Background: an optimization exercise with open tools, aiming at small area, a short achievable clock period and few clock cycles. Do not read the settings as production practice.
Where RTL was checked, it was by simulation tests only, not by an equivalence proof against the original.
Power and IR drop assume default switching activity.

Setup of main:
==> flow/design.v <==
module fcb_bin (
    input  wire        clk,
    input  wire        rst,
    input  wire [31:0] cfg_pre,
    input  wire [1:0]  cfg_pre_len,
    input  wire [1:0]  cfg_hdr_n,
    input  wire        cfg_hdr_be,
    input  wire [1:0]  cfg_len_idx,
    input  wire        cfg_ck_crc,
    input  wire [2:0]  cfg_ck_size,
    input  wire        cfg_ck_be,
    input  wire [15:0] cfg_qmax,
    input  wire        in_valid,
    input  wire [7:0]  in_data,
    output wire        in_ready,
    output reg         ev_valid,
    output reg  [1:0]  ev_type,
    output wire [31:0] ev_val,
    output wire [15:0] ev_calc,
    output wire [16:0] ev_len
);
    localparam [1:0] EV_MSG = 2'd0, EV_CKMIS = 2'd1, EV_LENERR = 2'd2, EV_OVF = 2'd3;
    localparam [1:0] S_SEARCH = 2'd0, S_HDR = 2'd1, S_PAY = 2'd2, S_TRL = 2'd3;
    reg [1:0]  q_k1;        
    reg [1:0]  q_n1;        
    reg [1:0]  q_m;         
    reg        q_hbe;
    always @(posedge clk) begin
        q_m    <= cfg_hdr_n - cfg_len_idx;
        q_hbe  <= cfg_hdr_be;
        q_k1   <= cfg_pre_len;
        q_n1   <= cfg_hdr_n;
    end
    wire [4:0] q_kh1 = {{1'b0, q_n1} + 3'd1, q_k1};    
    reg  [7:0]  sr [0:11];     
    reg  [1:0]  st;
    reg  [16:0] len;           
    reg         emp;           
    reg  [2:0]  pm;            
    reg  [15:0] mf;            
    wire [15:0] crc = {sr[9], sr[8]};
    reg  [31:0] w;
    reg         trl_mis;       
    assign ev_val  = w;
    assign ev_calc = crc;
    assign ev_len  = len;
    function [15:0] crc_byte(input [15:0] c, input [7:0] d);
        integer b;
        reg [15:0] t;
        begin
            t = c ^ {d, 8'h00};
            for (b = 0; b < 8; b = b + 1)
                t = t[15] ? ((t << 1) ^ 16'h1021) : (t << 1);
            crc_byte = t;
        end
    endfunction
    wire [16:0] len_n = emp ? 17'd1 : len + 17'd1;
    wire        ovf   = !emp && (len[15:0] == cfg_qmax);
    reg        rdy;            
    wire       take = in_valid & rdy;
    assign in_ready = rdy;
    reg        acc;            
    reg  [3:0] eq;             
    wire [7:0] cur = sr[0];
    reg mt;
    always @(*) begin
        case (q_k1)
            2'd0: mt = eq[0];
            2'd1: mt = pm[0] & eq[1];
            2'd2: mt = pm[1] & eq[2];
            default: mt = pm[2] & eq[3];
        endcase
    end
    wire [31:0] ps = w;
    wire        ps_zero = ~|ps[30:0];
    wire        rem_one = (w[15:0] == 16'd1) && ~|w[30:16];
    wire        trl_one = (w[18:16] == 3'd1);
    wire        trl_hi  = cfg_ck_be ^ w[16];           
    wire        trl_neq = cur != (trl_hi ? crc[15:8] : crc[7:0]);
    reg hdr_done;
    always @(*) begin
        case (q_n1)
            2'd0: hdr_done = mf[3];
            2'd1: hdr_done = mf[7];
            2'd2: hdr_done = mf[11];
            default: hdr_done = mf[15];
        endcase
    end
    reg fany;
    always @(*) begin
        case (q_n1)
            2'd0: fany = mt | (|mf[2:0]);
            2'd1: fany = mt | (|mf[6:0]);
            2'd2: fany = mt | (|mf[10:0]);
            default: fany = mt | (|mf[14:0]);
        endcase
    end
    reg  [1:0]  st_n;
    reg  [16:0] len_d;
    reg         emp_d;
    reg  [2:0]  pm_d;
    reg  [15:0] mf_d;
    reg         ev_d;
    reg  [1:0]  evt_d;
    reg         hold_w;        
    always @(*) begin
        st_n   = st;
        len_d  = len;
        emp_d  = emp;
        pm_d   = pm;
        mf_d   = mf;
        ev_d   = 1'b0;
        evt_d  = ev_type;
        hold_w = (st == S_PAY) || (st == S_TRL);
        if (acc) begin
            mf_d  = {mf[14:0], mt};
            pm_d  = {pm[1:0] & eq[2:1], eq[0]};
            len_d = len_n;
            emp_d = 1'b0;
            if (ovf) begin
                ev_d  = 1'b1;
                evt_d = EV_OVF;
                emp_d = 1'b1;
                pm_d  = 3'd0;
                mf_d  = 16'd0;
                st_n  = S_SEARCH;
                if (st == S_HDR && hdr_done)
                    hold_w = 1'b1;
            end else begin
                case (st)
                    S_SEARCH: if (mt) begin
                        len_d = {15'd0, q_k1} + 17'd1;
                        st_n  = S_HDR;
                    end
                    S_HDR: if (hdr_done) begin
                        hold_w = 1'b1;
                        if (ps[31]) begin
                            ev_d  = 1'b1;
                            evt_d = EV_LENERR;
                            if (fany) begin
                                len_d = 17'd0;
                                st_n  = S_HDR;
                            end else begin
                                len_d = {12'd0, q_kh1};
                                st_n  = S_SEARCH;
                            end
                        end else begin
                            len_d = {12'd0, q_kh1} + 17'd1;
                            if (!ps_zero)
                                st_n = S_PAY;
                            else if (cfg_ck_size != 3'd0)
                                st_n = S_TRL;
                            else begin
                                ev_d  = 1'b1;
                                evt_d = EV_MSG;
                                emp_d = 1'b1;
                                pm_d  = 3'd0;
                                mf_d  = 16'd0;
                                st_n  = S_SEARCH;
                            end
                        end
                    end
                    S_PAY: if (rem_one) begin
                        if (cfg_ck_size != 3'd0)
                            st_n = S_TRL;
                        else begin
                            ev_d  = 1'b1;
                            evt_d = EV_MSG;
                            emp_d = 1'b1;
                            pm_d  = 3'd0;
                            mf_d  = 16'd0;
                            st_n  = S_SEARCH;
                        end
                    end
                    default: if (trl_one) begin  
                        ev_d  = 1'b1;
                        evt_d = (cfg_ck_crc && (trl_mis || trl_neq)) ? EV_CKMIS : EV_MSG;
                        emp_d = 1'b1;
                        pm_d  = 3'd0;
                        mf_d  = 16'd0;
                        st_n  = S_SEARCH;
                    end
                endcase
            end
        end
    end
    reg c_done, c_other;
    always @(*) begin
        case (q_n1)
            2'd0: begin
                c_done  = mf[2] | mf[3];
                c_other = mt | mf[0] | mf[1] | (~acc & mf[2]) | (in_data == cfg_pre[8*q_k1 +: 8]);
            end
            2'd1: begin
                c_done  = mf[6] | mf[7];
                c_other = mt | (|mf[5:0]) | (~acc & mf[6]);
            end
            2'd2: begin
                c_done  = mf[10] | mf[11];
                c_other = mt | (|mf[9:0]) | (~acc & mf[10]);
            end
            default: begin
                c_done  = mf[14] | mf[15];
                c_other = mt | (|mf[13:0]) | (~acc & mf[14]);
            end
        endcase
    end
    wire stall_d = take & (st == S_HDR) & c_done & c_other;
    always @(posedge clk) begin
        if (st == S_TRL && acc)
            trl_mis <= trl_neq;
        if (acc && st == S_PAY) begin
            w[15:0] <= w[15:0] - 16'd1;
            if (rem_one)
                w[31:16] <= {13'd0, cfg_ck_size};
        end else if (acc && st == S_TRL) begin
            w[18:16] <= w[18:16] - 3'd1;
            if (trl_hi) w[15:8] <= cur;
            else        w[7:0]  <= cur;
        end else if (acc && st == S_HDR && hdr_done && !ovf && !ps[31] && ps_zero)
            w[31:16] <= {13'd0, cfg_ck_size};
        else if (take && !hold_w) begin
            case (q_m)
                2'd0: w <= q_hbe ? {w[23:0], in_data} : {in_data, w[31:8]};
                2'd1: w <= q_hbe ? {w[23:0], sr[3]}   : {sr[3], w[31:8]};
                2'd2: w <= q_hbe ? {w[23:0], sr[7]}   : {sr[7], w[31:8]};
                default: w <= q_hbe ? {w[23:0], sr[11]} : {sr[11], w[31:8]};
            endcase
        end
        if (rst) begin
            st       <= S_SEARCH;
            len      <= 17'd0;
            emp      <= 1'b1;
            pm       <= 3'd0;
            mf       <= 16'd0;
            ev_valid <= 1'b0;
            rdy      <= 1'b1;
        end else begin
            st       <= st_n;
            len      <= len_d;
            emp      <= emp_d;
            pm       <= pm_d;
            mf       <= mf_d;
            ev_valid <= ev_d;
            ev_type  <= evt_d;
            rdy      <= ~stall_d;
        end
    end
    integer i;
    always @(posedge clk) begin
        acc <= take & ~rst;
        for (i = 0; i < 4; i = i + 1)
            eq[i] <= (in_data == cfg_pre[8*i +: 8]);
        if (take) begin
            sr[0] <= in_data;
            for (i = 1; i < 12; i = i + 1)
                if (i != 8 && i != 9)
                    sr[i] <= sr[i-1];
        end
        if (st == S_PAY || st == S_TRL) begin
            if (acc && st == S_PAY)
                {sr[9], sr[8]} <= crc_byte(crc, cur);
        end else if (acc && st == S_HDR && hdr_done && !ps[31])
            {sr[9], sr[8]} <= 16'h0000;
        else if (take) begin
            sr[8] <= sr[7];
            sr[9] <= sr[8];
        end
    end
endmodule
clock: 8.0 ns
lec_check: 0
cap_margin: 20
core_margin: 2
core_utilization: 60
cts_buf_list: sky130_fd_sc_hd__clkbuf_8
cts_cluster_diameter: 60
cts_cluster_size: 16
setup_slack_margin: 5
slew_margin: 20
standard.sh (not shown) runs the stock make flow with config.mk's settings and CLKGATE_MAP_FILE= SYNTH_SCRIPT=/design/flow/synth_recipe.tcl, a recipe that flattens the netlist after the stock synthesis.
==> flow/flow/run.sh <==
#!/bin/bash
export BUFFER_PORTS_ARGS="-buffer_cell sky130_fd_sc_hd__buf_1"
export CTS_ARGS="-sink_clustering_enable -repair_clock_nets -sink_clustering_size 16 -sink_clustering_max_diameter 60 -buf_list sky130_fd_sc_hd__clkbuf_8 -dont_use_dummy_load"
bash standard.sh > standard.log 2>&1
#### Input delta (the feature branch over main)
--- a/flow/design.v
+++ b/flow/design.v
@@ -23,15 +23,13 @@
     localparam [1:0] S_SEARCH = 2'd0, S_HDR = 2'd1, S_PAY = 2'd2, S_TRL = 2'd3;
     reg [1:0]  q_k1;        
     reg [1:0]  q_n1;        
-    reg [1:0]  q_m;         
-    reg        q_hbe;
     always @(posedge clk) begin
-        q_m    <= cfg_hdr_n - cfg_len_idx;
-        q_hbe  <= cfg_hdr_be;
         q_k1   <= cfg_pre_len;
         q_n1   <= cfg_hdr_n;
     end
     wire [4:0] q_kh1 = {{1'b0, q_n1} + 3'd1, q_k1};    
+    wire [1:0] q_m   = cfg_hdr_n - cfg_len_idx;       
+    wire       q_hbe = cfg_hdr_be;
     reg  [7:0]  sr [0:11];     
     reg  [1:0]  st;
     reg  [16:0] len;           
@@ -138,7 +136,7 @@
                             ev_d  = 1'b1;
                             evt_d = EV_LENERR;
                             if (fany) begin
-                                len_d = 17'd0;
+                                len_d = {15'd0, q_k1} + 17'd1;
                                 st_n  = S_HDR;
                             end else begin
                                 len_d = {12'd0, q_kh1};
==> comparison <==
Relative to main, the total global-route track usage of the feature branch is higher by 1.6 points. The feature branch — routed wire length about 8% higher, main as reference. The worst slew margin relative to its limit in the feature branch sits 1.1 points above the value recorded for main. Re die span in y: the feature branch is about 0.65% up on main. Ratio of cells with drive above 1 in the final layout: the feature branch > main. Synthesized cell count, the feature branch vs main: up by a few percent. Cell area (lower): main. Flip-flop and latch count after synthesis came out lower on the feature branch than on main. For the portion of total power attributed to sequential cells, the feature branch came in 2.1 points lower than main did.
No run of this note included a check of the RTL's function; only the layout flow was run.

---

Another version of the RTL of fcb_bin (not shown whole).
Size in the first run: about 810 cells after synthesis, roughly 190 flip-flops, ~140 I/O pins.
clock: 8.0 ns
lec_check: 0
cap_margin: 20
core_margin: 2
core_utilization: 60
cts_buf_list: sky130_fd_sc_hd__clkbuf_8
cts_cluster_diameter: 60
cts_cluster_size: 16
setup_slack_margin: 5
slew_margin: 20
Scripts as last shown in full above: flow/flow/run.sh
The first run passed the timing, design-rule and antenna checks.
==> next run, changes <==
--- a/flow/design.v
+++ b/flow/design.v
@@ -23,17 +23,15 @@
     localparam [1:0] S_SEARCH = 2'd0, S_HDR = 2'd1, S_PAY = 2'd2, S_TRL = 2'd3;
     reg [1:0]  q_k1;        
     reg [1:0]  q_n1;        
     reg [4:0]  q_kh1;       
     reg [1:0]  q_m;         
     reg        q_hbe;
     reg        q_cnz;       
-    reg        q_cbe;
     always @(posedge clk) begin
-        q_cbe  <= cfg_ck_be;
         q_cnz  <= cfg_ck_size != 3'd0;
         q_m    <= cfg_hdr_n - cfg_len_idx;
         q_hbe  <= cfg_hdr_be;
         q_k1   <= cfg_pre_len;
         q_n1   <= cfg_hdr_n;
         q_kh1  <= {3'd0, cfg_pre_len} + {1'b0, cfg_hdr_n, 2'b00} + 5'd4;
     end
@@ -76,15 +74,15 @@
             default: mt = pm[2] & eq[3];
         endcase
     end
     wire [31:0] ps = w;
     wire        ps_zero = ~|ps[30:0];
     wire        rem_one = (w[15:0] == 16'd1) && ~|w[30:16];
     wire        trl_one = (w[18:16] == 3'd1);
-    wire        trl_hi  = q_cbe ^ w[16];           
+    wire        trl_hi  = cfg_ck_be ^ w[16];           
     wire        trl_neq = cur != (trl_hi ? crc[15:8] : crc[7:0]);
     reg hdr_done;
     always @(*) begin
         case (q_n1)
             2'd0: hdr_done = mf[3];
             2'd1: hdr_done = mf[7];
             2'd2: hdr_done = mf[11];
@@ -103,47 +101,51 @@
     reg  [1:0]  st_n;
     reg  [16:0] len_d;
     reg         emp_d;
     reg  [2:0]  pm_d;
     reg  [15:0] mf_d;
     reg         ev_d;
     reg  [1:0]  evt_d;
-    wire        hold_w = (st == S_PAY) || (st == S_TRL) || (acc && st == S_HDR && hdr_done);
+    reg         hold_w;        
     always @(*) begin
         st_n   = st;
         len_d  = len;
         emp_d  = emp;
         pm_d   = pm;
         mf_d   = mf;
         ev_d   = 1'b0;
         evt_d  = ev_type;
+        hold_w = (st == S_PAY) || (st == S_TRL);
         if (acc) begin
             mf_d  = {mf[14:0], mt};
             pm_d  = {pm[1:0] & eq[2:1], eq[0]};
             len_d = len_n;
             emp_d = 1'b0;
             if (ovf) begin
                 ev_d  = 1'b1;
                 evt_d = EV_OVF;
                 emp_d = 1'b1;
                 pm_d  = 3'd0;
                 mf_d  = 16'd0;
                 st_n  = S_SEARCH;
+                if (st == S_HDR && hdr_done)
+                    hold_w = 1'b1;
             end else begin
                 case (st)
                     S_SEARCH: if (mt) begin
                         len_d = {15'd0, q_k1} + 17'd1;
                         st_n  = S_HDR;
                     end
                     S_HDR: if (hdr_done) begin
+                        hold_w = 1'b1;
                         if (ps[31]) begin
                             ev_d  = 1'b1;
                             evt_d = EV_LENERR;
                             if (fany) begin
-                                len_d = {15'd0, q_k1} + 17'd1;
+                                len_d = 17'd0;
                                 st_n  = S_HDR;
                             end else begin
                                 len_d = {12'd0, q_kh1};
                                 st_n  = S_SEARCH;
                             end
                         end else begin
                             len_d = {12'd0, q_kh1} + 17'd1;
@@ -214,15 +216,15 @@
             w[15:0] <= w[15:0] - 16'd1;
             if (rem_one)
                 w[31:16] <= {13'd0, cfg_ck_size};
         end else if (acc && st == S_TRL) begin
             w[18:16] <= w[18:16] - 3'd1;
             if (trl_hi) w[15:8] <= cur;
             else        w[7:0]  <= cur;
-        end else if (acc && st == S_HDR && hdr_done && !ps[31] && ps_zero)
+        end else if (acc && st == S_HDR && hdr_done && !ovf && !ps[31] && ps_zero)
             w[31:16] <= {13'd0, cfg_ck_size};
         else if (take && !hold_w) begin
             case (q_m)
                 2'd0: w <= q_hbe ? {w[23:0], in_data} : {in_data, w[31:8]};
                 2'd1: w <= q_hbe ? {w[23:0], sr[3]}   : {sr[3], w[31:8]};
                 2'd2: w <= q_hbe ? {w[23:0], sr[7]}   : {sr[7], w[31:8]};
                 default: w <= q_hbe ? {w[23:0], sr[11]} : {sr[11], w[31:8]};
Effect: Clock skew fell by 0.0069 ns; sequential share of layout area stays flat; global-route usage came out lower by 0.21 points; total power decreases slightly; routed wire length climbs by a few percent; critical path depth came out higher by 1; non-clock buffer count goes down by 16; setup slack improves by 0.36 ns; first-iteration DRC count came out higher by about a fifth; maximum frequency is higher by roughly a tenth; synthesized area rose by a few percent; sequential power stays flat.
Testbench counts after the change, summed over its fixed seeds: cycles 20,746.
Function not checked in the first run of this note: the RTL went through the layout flow alone.

---

== branch ember ==
Another version of the RTL of fcb_bin (not shown whole).
Size in the first run: roughly 190 flip-flops, roughly 140 I/O pins, roughly 9600 µm² of cells after synthesis.
==> flow/config.mk <==
export PLATFORM = sky130hd
export DESIGN_NAME = fcb_bin
export DESIGN_NICKNAME = fcb_bin
export VERILOG_FILES = /design/flow/design.v
export SDC_FILE = /design/flow/constraint.sdc
export NUM_CORES = 4
export LEC_CHECK = 0
export CAP_MARGIN = 20
export CORE_MARGIN = 2
export CORE_UTILIZATION = 60
export CTS_BUF_LIST = sky130_fd_sc_hd__clkbuf_8
export CTS_CLUSTER_DIAMETER = 60
export CTS_CLUSTER_SIZE = 16
export SETUP_SLACK_MARGIN = 5
export SLEW_MARGIN = 20
==> flow/constraint.sdc <==
create_clock -name core_clock -period 8.0 [get_ports {clk}]
set_input_delay 1.6000 -clock core_clock [delete_from_list [all_inputs] [get_ports {clk}]]
set_output_delay 1.6000 -clock core_clock [all_outputs]
set_load 0.01 [all_outputs]
==> flow/flow/run.sh <==
#!/bin/bash
export BUFFER_PORTS_ARGS="-buffer_cell sky130_fd_sc_hd__buf_1"
bash standard.sh > standard.log 2>&1
Testbench counts of branch ember, summed over its fixed seeds: cycles 20,746.
Setup changes, branch ember to branch pepper
-- flow/design.v --
<<< branch ember, line 34
        q_kh1  <= {3'd0, cfg_pre_len} + {1'b0, cfg_hdr_n, 2'b00} + 5'd4;
    end
    reg  [7:0]  sr [0:11];     
    reg  [1:0]  st;
    reg  [16:0] len;           
>>> branch pepper, line 34
        q_kh1  <= {3'd0, cfg_pre_len} + {1'b0, cfg_hdr_n, 2'b00} + 5'd4;
    end
    reg        rdy;            
    wire       take = in_valid & rdy;
    assign in_ready = rdy;
    reg  [7:0] sr [0:11];      
    reg        acc;            
    reg  [3:0] eq;             
    integer i;
    always @(posedge clk) begin
        acc <= take & ~rst;
        for (i = 0; i < 4; i = i + 1)
            eq[i] <= (in_data == cfg_pre[8*i +: 8]);
        if (take) begin
            sr[0] <= in_data;
            for (i = 1; i < 12; i = i + 1)
                sr[i] <= sr[i-1];
        end
    end
    wire [7:0] cur = sr[0];
    reg  [1:0]  st;
    reg  [16:0] len;           
<<< branch ember, line 40
    reg  [2:0]  pm;            
    reg  [15:0] mf;            
    wire [15:0] crc = {sr[9], sr[8]};
    reg  [31:0] w;
    reg         trl_mis;       
>>> branch pepper, line 57
    reg  [2:0]  pm;            
    reg  [15:0] mf;            
    reg  [15:0] crc;
    reg  [31:0] w;
    reg         trl_mis;       
<<< branch ember, line 58
    wire [16:0] len_n = emp ? 17'd1 : len + 17'd1;
    wire        ovf   = !emp && (len[15:0] == cfg_qmax);
    reg        rdy;            
    wire       take = in_valid & rdy;
    assign in_ready = rdy;
    reg        acc;            
    reg  [3:0] eq;             
    wire [7:0] cur = sr[0];
    reg mt;
    always @(*) begin
>>> branch pepper, line 75
    wire [16:0] len_n = emp ? 17'd1 : len + 17'd1;
    wire        ovf   = !emp && (len[15:0] == cfg_qmax);
    reg mt;
    always @(*) begin
<<< branch ember, line 209
    wire stall_d = take & (st == S_HDR) & c_done & c_other;
    always @(posedge clk) begin
        if (st == S_TRL && acc)
            trl_mis <= trl_neq;
>>> branch pepper, line 220
    wire stall_d = take & (st == S_HDR) & c_done & c_other;
    always @(posedge clk) begin
        if (acc && st == S_PAY && !ovf)
            crc <= crc_byte(crc, cur);
        else if (st == S_SEARCH || st == S_HDR)
            crc <= 16'h0000;
        if (st == S_TRL && acc)
            trl_mis <= trl_neq;
<<< branch ember, line 248
        end
    end
    integer i;
    always @(posedge clk) begin
        acc <= take & ~rst;
        for (i = 0; i < 4; i = i + 1)
            eq[i] <= (in_data == cfg_pre[8*i +: 8]);
        if (take) begin
            sr[0] <= in_data;
            for (i = 1; i < 12; i = i + 1)
                if (i != 8 && i != 9)
                    sr[i] <= sr[i-1];
        end
        if (st == S_PAY || st == S_TRL) begin
            if (acc && st == S_PAY)
                {sr[9], sr[8]} <= crc_byte(crc, cur);
        end else if (acc && st == S_HDR && hdr_done && !ps[31])
            {sr[9], sr[8]} <= 16'h0000;
        else if (take) begin
            sr[8] <= sr[7];
            sr[9] <= sr[8];
        end
    end
endmodule
>>> branch pepper, line 263
        end
    end
endmodule
### Flow results
branch pepper closes out successfully: all stages finished, all timing, DRC and antenna checks passed.
branch pepper reports a lower count of cell instances traversed by the critical path than branch ember does.
Re detail-routed via count per cell: branch ember was higher than branch pepper.
First-pass GRT wire length delta (branch pepper -> branch ember): insignificant
Changes observed in branch pepper relative to branch ember: share of the synthesized netlist area taken by xor and xnor gates grew by 0.34 points, cell count of the worst reg-to-reg path picked up an extra 1, placeable core area grew by about 1.5%.
In the metrics for branch ember and branch pepper, the one carrying the lower total power is branch ember.
Minimum clock period after layout (lower): branch pepper
Testbench counts of branch pepper, summed over its fixed seeds: cycles 20,746.

==> re-timing with driven ports <==
How much do the figures lean on ideal ports? The routed layouts below were timed once more, with nothing changed but the port constraints.
Step 1, drivers: a clkbuf_16 drives clk and a buf_2 each remaining input, both assumed.
Step 2 moves the port delays by t, midway between the first and last clock arrival at a register: inputs arrive t later, outputs are due t later. That takes back most of the time a late clock gives input paths.
Slacks: no drivers / after step 1 / after step 2; pairs: no drivers / after step 1.
run | shift t [ns] | setup WS [ns] | worst setup path at the end | worst register clock-pin slew, ns
main | 0.472 | 4.902 / 4.893 / 4.421 | input to register | 0.10 / 0.10
the feature branch | 0.483 | 4.791 / 4.789 / 4.306 | input to register | 0.11 / 0.11
the first run of note 2 | 0.502 | 4.718 / 4.690 / 4.189 | input to register | 0.12 / 0.12
the second run of note 2 | 0.488 | 5.077 / 5.077 / 4.612 | input to register | 0.11 / 0.11
branch ember | 0.491 | 5.031 / 5.044 / 4.553 | input to register | 0.11 / 0.11
branch pepper | 0.539 | 5.047 / 5.055 / 4.519 | input to register | 0.10 / 0.10
After both steps setup and hold are still met in every run listed. The setup slack of the first run of note 2, which loses most, moves by -0.028 ns with the drivers and by -0.529 ns with both steps.
